What follows belongs to an exercise in optimizing a design on an open flow for small area; a production flow would make more cautious choices. For this run, only the layout was checked, not whether the RTL still works. Power is estimated from default activity; no workload was simulated.

==> flow/design.v <==
module ibus_decoder (
    input  wire        clk,
    input  wire        rst,
    input  wire        in_valid,
    input  wire [7:0]  in_byte,
    output reg  [15:0] ch0,
    output reg  [15:0] ch1,
    output reg  [15:0] ch2,
    output reg  [15:0] ch3,
    output reg  [15:0] ch4,
    output reg  [15:0] ch5
);
    localparam [1:0] IDLE  = 2'b00,
                     ACCUM = 2'b01,
                     CK_LO = 2'b10,
                     CK_HI = 2'b11;
    localparam [7:0] CMD_SET_CHANNELS = 8'h40;
    reg [1:0]   phase;
    reg [4:0]   len;      
    reg [4:0]   ptr;      
    reg [15:0]  csum;     
    reg [7:0]   cklo;     
    reg [255:0] pbuf;     
    wire len_ok     = (in_byte > 8'd3) && (in_byte <= 8'd32);
    wire csum_match = ({in_byte, cklo} == csum);
    wire cmd_ok     = (pbuf[7:0] == CMD_SET_CHANNELS);
    wire long_ok    = (len >= 5'd13);
    always @(posedge clk) begin
        if (rst) begin
            phase <= IDLE;
            len   <= 5'd0;
            ptr   <= 5'd0;
            csum  <= 16'd0;
            cklo  <= 8'd0;
            pbuf  <= 256'd0;
            ch0   <= 16'd0;
            ch1   <= 16'd0;
            ch2   <= 16'd0;
            ch3   <= 16'd0;
            ch4   <= 16'd0;
            ch5   <= 16'd0;
        end else if (in_valid) begin
            case (phase)
                IDLE: begin
                    if (len_ok) begin
                        len   <= in_byte[4:0] - 5'd3;
                        csum  <= 16'hFFFF - {8'd0, in_byte};
                        ptr   <= 5'd0;
                        phase <= ACCUM;
                    end
                end
                ACCUM: begin
                    pbuf[ptr*8 +: 8] <= in_byte;
                    csum <= csum - {8'd0, in_byte};
                    ptr  <= ptr + 5'd1;
                    if (ptr + 5'd1 == len)
                        phase <= CK_LO;
                end
                CK_LO: begin
                    cklo  <= in_byte;
                    phase <= CK_HI;
                end
                CK_HI: begin
                    if (csum_match && cmd_ok && long_ok) begin
                        ch0 <= pbuf[ 23:  8];
                        ch1 <= pbuf[ 39: 24];
                        ch2 <= pbuf[ 55: 40];
                        ch3 <= pbuf[ 71: 56];
                        ch4 <= pbuf[ 87: 72];
                        ch5 <= pbuf[103: 88];
                    end
                    phase <= IDLE;
                end
            endcase
        end
    end
endmodule
module ibus_normalize #(
    parameter [15:0] DUTY_MAX = 16'd500
) (
    input  wire signed [18:0] v,
    output wire        [15:0] y
);
    wire        in_range = (v >= 19'sd1000) && (v <= 19'sd2000) && (DUTY_MAX != 16'd0);
    wire [10:0] offset   = v[10:0] - 11'd1000;                  
    wire [26:0] scaled   = offset * DUTY_MAX + 27'd500;         
    wire [26:0] quotient = scaled / 27'd1000;
    assign y = in_range ? quotient[15:0] : 16'd0;
endmodule
module drive_mixer #(
    parameter [15:0] DUTY_MAX = 16'd500
) (
    input  wire        clk,
    input  wire        rst,
    input  wire        tick,
    input  wire [15:0] steer,
    input  wire [15:0] throttle,
    output reg  [15:0] a_speed,
    output reg  [15:0] b_speed,
    output reg         a_dir,
    output reg         b_dir
);
    localparam [15:0] CENTER = 16'd1500;
    localparam        DIR_FORWARD = 1'b0;
    wire steer_right = (steer >= 16'd1510);
    wire steer_left  = (steer <= 16'd1490);
    wire [15:0] turn_amount = steer_right ? (steer - CENTER) : (CENTER - steer);
    wire [16:0] turn_round  = {1'b0, turn_amount} + 17'd2;      
    wire [16:0] turn_pct    = turn_round / 17'd5;         
    wire [16:0] reduction   = turn_pct * 17'd10;
    wire signed [18:0] full_arg    = {3'b000, throttle};
    wire signed [18:0] reduced_arg = {3'b000, throttle} - {2'b00, reduction};
    wire [15:0] full_speed;
    wire [15:0] reduced_speed;
    ibus_normalize #(.DUTY_MAX(DUTY_MAX)) u_norm_full (
        .v (full_arg),
        .y (full_speed)
    );
    ibus_normalize #(.DUTY_MAX(DUTY_MAX)) u_norm_reduced (
        .v (reduced_arg),
        .y (reduced_speed)
    );
    always @(posedge clk) begin
        if (rst) begin
            a_speed <= 16'd0;
            b_speed <= 16'd0;
            a_dir   <= DIR_FORWARD;
            b_dir   <= DIR_FORWARD;
        end else if (tick) begin
            if (steer_right) begin
                a_speed <= full_speed;
                b_speed <= reduced_speed;
            end else if (steer_left) begin
                a_speed <= reduced_speed;
                b_speed <= full_speed;
            end else begin
                a_speed <= full_speed;
                b_speed <= full_speed;
            end
            a_dir <= DIR_FORWARD;
            b_dir <= DIR_FORWARD;
        end
    end
endmodule
module ibus_mixer #(
    parameter [15:0] DUTY_MAX = 16'd500
) (
    input  wire        clk,
    input  wire        rst,
    input  wire        in_valid,
    input  wire [7:0]  in_byte,
    input  wire        tick,
    output wire [15:0] ch0,
    output wire [15:0] ch1,
    output wire [15:0] ch2,
    output wire [15:0] ch3,
    output wire [15:0] ch4,
    output wire [15:0] ch5,
    output wire [15:0] a_speed,
    output wire [15:0] b_speed,
    output wire        a_dir,
    output wire        b_dir
);
    ibus_decoder u_decoder (
        .clk      (clk),
        .rst      (rst),
        .in_valid (in_valid),
        .in_byte  (in_byte),
        .ch0      (ch0),
        .ch1      (ch1),
        .ch2      (ch2),
        .ch3      (ch3),
        .ch4      (ch4),
        .ch5      (ch5)
    );
    drive_mixer #(.DUTY_MAX(DUTY_MAX)) u_mixer (
        .clk      (clk),
        .rst      (rst),
        .tick     (tick),
        .steer    (ch0),
        .throttle (ch2),
        .a_speed  (a_speed),
        .b_speed  (b_speed),
        .a_dir    (a_dir),
        .b_dir    (b_dir)
    );
endmodule
==> flow/run.sh <==
#!/bin/bash
# synth_recipe.tcl (not shown) runs the flow's synth.tcl, then flattens the netlist and writes it again
# the make line also repeats each setting of config.mk as NAME=value (left out here)
make -C /OpenROAD-flow-scripts/flow DESIGN_CONFIG=/design/flow/config.mk WORK_HOME=/design/flow/orfs CLKGATE_MAP_FILE= SYNTH_SCRIPT=/design/flow/synth_recipe.tcl finish
==> flow/config.mk <==
export PLATFORM = sky130hd
export DESIGN_NAME = ibus_mixer
export DESIGN_NICKNAME = ibus_mixer
export VERILOG_FILES = /design/flow/design.v
export SDC_FILE = /design/flow/constraint.sdc
export NUM_CORES = 4
export LEC_CHECK = 0
export CAP_MARGIN = 20
export CORE_MARGIN = 2
export CORE_UTILIZATION = 40
export SLEW_MARGIN = 20
==> flow/constraint.sdc <==
create_clock -name core_clock -period 33.0 [get_ports {clk}]
set_input_delay 6.6000 -clock core_clock [delete_from_list [all_inputs] [get_ports {clk}]]
set_output_delay 6.6000 -clock core_clock [all_outputs]
set_load 0.01 [all_outputs]
==> out/qor.yml <==
status: "no timing/DRC/antenna violations"
synth.cell_area_mm2: 0.0299
clkLatencyLatePin_ns: 0.55
grt_pass1_wl_mm: 138
synth_ff_type: "dfxtp_1"
synthSimpleGateAreaFrac: 0.245
met2RoutedLength_mm: 39.5
timing.hold.ws_ns: 0.468
synth-edff-count: 0
slowest_stage: "dfxtp_1"
p_leak_uw: 0.0136
ctsRootBufferMaster: "clkbuf_16"
period_share: 0.931
synth_xor_area_frac: 0.0840
synthCells: 3870
dieWidth_um: 278
async_flop_share: 0
die_area_mm2: 0.0771
synth_top_cell_area_share: 0.174
met3_length_mm: 3.61
dr_total_vias: 28600
period_minus_slack_ns: 30.73
wl_per_cell_um: 17.5
instances_no_fill: 4904
core-area_mm2: 0.0743
setup.worst_path.class: "reg2reg"
worst_setup_path_start_kind: "flop"
finalMaxSlewViolations: 0
firstDrtPassIters: 7
synth-compound-area-share: 0.258
power.switching_uw: 152
die_h_um: 278
ant_nets: 0
cts_buffers: 24
synth_sequential_area_ratio: 0.174
io_pins: 142
combPwrFrac: 0.050
buffer_ports.inserted: 131
rsz0062_at_grt: "false"
drcViolationCount: 0
synth_area_leaders: "dfxtp_1 17%, ha_1 6.9%, nor2_1 6.6%"
max_slew_margin: 0.261
clock-sinks: 260
clk_pin_slew_ns: 0.07
globalRouteTotalUtil: 0.211
cp.arrival_ns: 31.17
dp_hpwl_mm: 66.1
drive_gt1_frac: 0.0844
cp-end-kind: "flop"
met1_length_mm: 40.9
drtIter0Drc: 2077
clock_skew_ns: 0.0128
start_util: 0.403
cts_buffer_depth: 3
grt_pass1_vias: 26100
clockPowerShare: 0.442
setup_ws_ns: 2.27
gp_congestion: 0.915
syn_avg_cell_area_um2: 7.74
slowest_delay_ns: 0.61
fin_total_pwr_uw: 629
gr-total-overflow: 0
tightest_slew_ns: 1.08
yosysTopAreaCell: "dfxtp_1"
synthAdderAreaFrac: 0.114
cts_tree: "yes"
place_ws_ns: 0.818
p_seq_frac: 0.507
drt-total-wl_mm: 85.9
nNetsFinal: 4160
peakVddDrop_mv: 0.0320
power_density_mw_per_mm2: 19.1
cp_common_cell: "ha_1"
drv_cap: 0
synth_seq_cells: 260
syn_to_final_growth_pct: 9.72
report.final.hold_viol_count: 0
synth_top_family_by_area: "compound AO/OA/AOI/OAI gates"
clock.fmax_mhz: 32.5
synthDistinctLibCells: 161
dp_cells: 4844
finalSetupTns_ns: 0
htree_levels: 1
top_layer_used: "met4"
required_ns: 33.44
yosys-mux-area-fraction: 0.0686
vias_per_cell: 5.83
ctsHoldBuffers: 0
path_max_fanout: 21
p_int_uw: 478
min_path_type: "reg2reg"
p_sw_frac: 0.241
diodes: 0
rows: 100
yosysWarningCount: 2
antenna_found_initial: 0
finalSetupViolCount: 0
grt_max_degree: 94
==> synth_stat cells, drive strengths merged (22+ instances only) <==
master	instances
mux2i	179
inv	199
o31ai	41
a21o	66
xor2	97
and3	45
o21ai	175
xnor2	182
or2	36
ha	164
a211oi	71
nor2b	26
o21a	33
a21oi	258
o2111ai	23
nand2b	24
clkbuf	97
nor4	52
a31oi	47
nand3	123
o211ai	59
nand4	46
dfxtp	260
o211a	22
and2	55
buf	68
nor2	528
nor3	132
fa	66
nand2	264
or3	30
==> state kept, by name, summed over array words and instances (netlist names), 5 cells and up <==
name             flops
u_decoder.ptr        5
u_decoder.cklo       8
u_decoder.ch3       16
u_decoder.csum      16
u_decoder.pbuf     104
u_decoder.ch4       16
u_decoder.ch0       16
u_mixer.a_speed     12
u_decoder.ch5       16
u_decoder.ch1       16
u_decoder.ch2       16
u_decoder.len        5
u_mixer.b_speed     12
==> kinds of logic (layout without fill, tap and decap cells) <==
logic type	after synthesis	count (layout)
AO/OA/AOI/OAI	1063	1063
multiplexers	199	199
buffers and inverters	372	428
adder cells (fa/ha/maj)	235	235
AND/OR/NAND/NOR	1461	1461
flip-flops	260	260
XOR/XNOR	279	279
other	1	10
==> power by group through the flow <==
stage	Clock [uW]	Sequential (uW)	Combinational, uW
after global routing	298	319	34.7
after global placement	0	326	31.7
after detailed placement	0	326	31.8
final	278	319	31.7
after floorplan	0	326	21.0
after CTS	286	319	32.0
==> metrics by stage <==
step                      area, um2  utilization
final                         32900        0.442
after global routing          32900        0.442
after CTS                     32600        0.439
after detailed placement      31800        0.428
after global placement        31800        0.428
after floorplan               30000            -
==> final cells by class <==
| cell class | count | area, um2 |
|---|---|---|
| Clock inverter | 12 | 111 |
| Fill cell | 7579 | 41500 |
| Sequential cell | 260 | 5210 |
| Clock buffer | 31 | 657 |
| Tap cell | 969 | 1210 |
| Inverter | 205 | 769 |
| Multi-Input combinational cell | 3247 | 23200 |
| Timing Repair Buffer | 180 | 1680 |
==> worst max-delay path: cells and delay by family (launching register included) <==
family / cells / cell delay, ns
compound gates: 42 / 12.16
xor+xnor: 6 / 1.85
fa+ha+maj: 11 / 4.12
buf+inv: 12 / 1.76
flops: 1 / 0.61
mux: 5 / 1.84
simple gates: 33 / 8.18
==> layer usage <==
metal,up-vias,track usage
li1,14300,-
met1,13500,0.297
met2,714,0.352
met3,103,0.0133
met4,0,0.0516
met5,-,0
==> timing repair <==
item                       CTS  global route
buffers inserted             0            16
resized for setup            0            21
setup endpoints to repair    0             8
==> worst paths after layout <==
path / start / end / slack [ns] / cells past startpoint
setup reg to reg: u_decoder.ch0[7]$_SDFFE_PP0P_ / u_mixer.b_speed[0]$_SDFFE_PP0P_ / 2.27 / 109
hold reg to reg: u_mixer.b_speed[11]$_SDFFE_PP0P_ / u_mixer.b_speed[11]$_SDFFE_PP0P_ / 0.47 / 1
hold / removal: u_mixer.b_speed[11]$_SDFFE_PP0P_ / u_mixer.b_speed[11]$_SDFFE_PP0P_ / 0.47 / 1
setup / recovery: u_decoder.ch0[7]$_SDFFE_PP0P_ / u_mixer.b_speed[0]$_SDFFE_PP0P_ / 2.27 / 109
==> placed cells by master (no fill, tap or decap), drive strengths merged, types with 36 or more instances in the layout <==
cell,Yosys,final
nand2,264,264
mux2i,179,179
and2,55,55
clkdlybuf4s50,0,130
xor2,97,97
nand3,123,123
a21oi,258,258
or2,36,36
o21ai,175,175
inv,199,200
o211ai,59,59
buf,68,48
a21o,66,66
dfxtp,260,260
and3,45,45
nor4,52,52
nor3,132,132
a31oi,47,47
o31ai,41,41
xnor2,182,182
a211oi,71,71
nand4,46,46
ha,164,164
fa,66,66
nor2,528,528

==> separate check: timing with driven ports <==
The flow's constraints put no driver on any port. The routed layout listed below was extracted and timed again, unchanged, in two steps. Step 1 sets driving cells, clkbuf_16 on the clock port and buf_2 on the other inputs (assumed; they add their load-dependent delay and slew). Step 2 adds t to the input delays and takes it off the output delays; t is the mean of the earliest and latest rising clock arrival at the registers after step 1. Input paths then give back, and output paths get back, about the clock's delay inside the block. Three values: no drivers, after step 1, after step 2; two values: the first two.
t (ns): 0.593
setup WS [ns]: 2.272 / 2.272 / 2.272
worst setup path at the end: register to register
worst slew at a driven data input, ns: 0.04
After both steps this run still meets setup and hold. For this run, drivers alone change the setup slack by 0.000 ns; drivers and shift together by 0.000 ns.
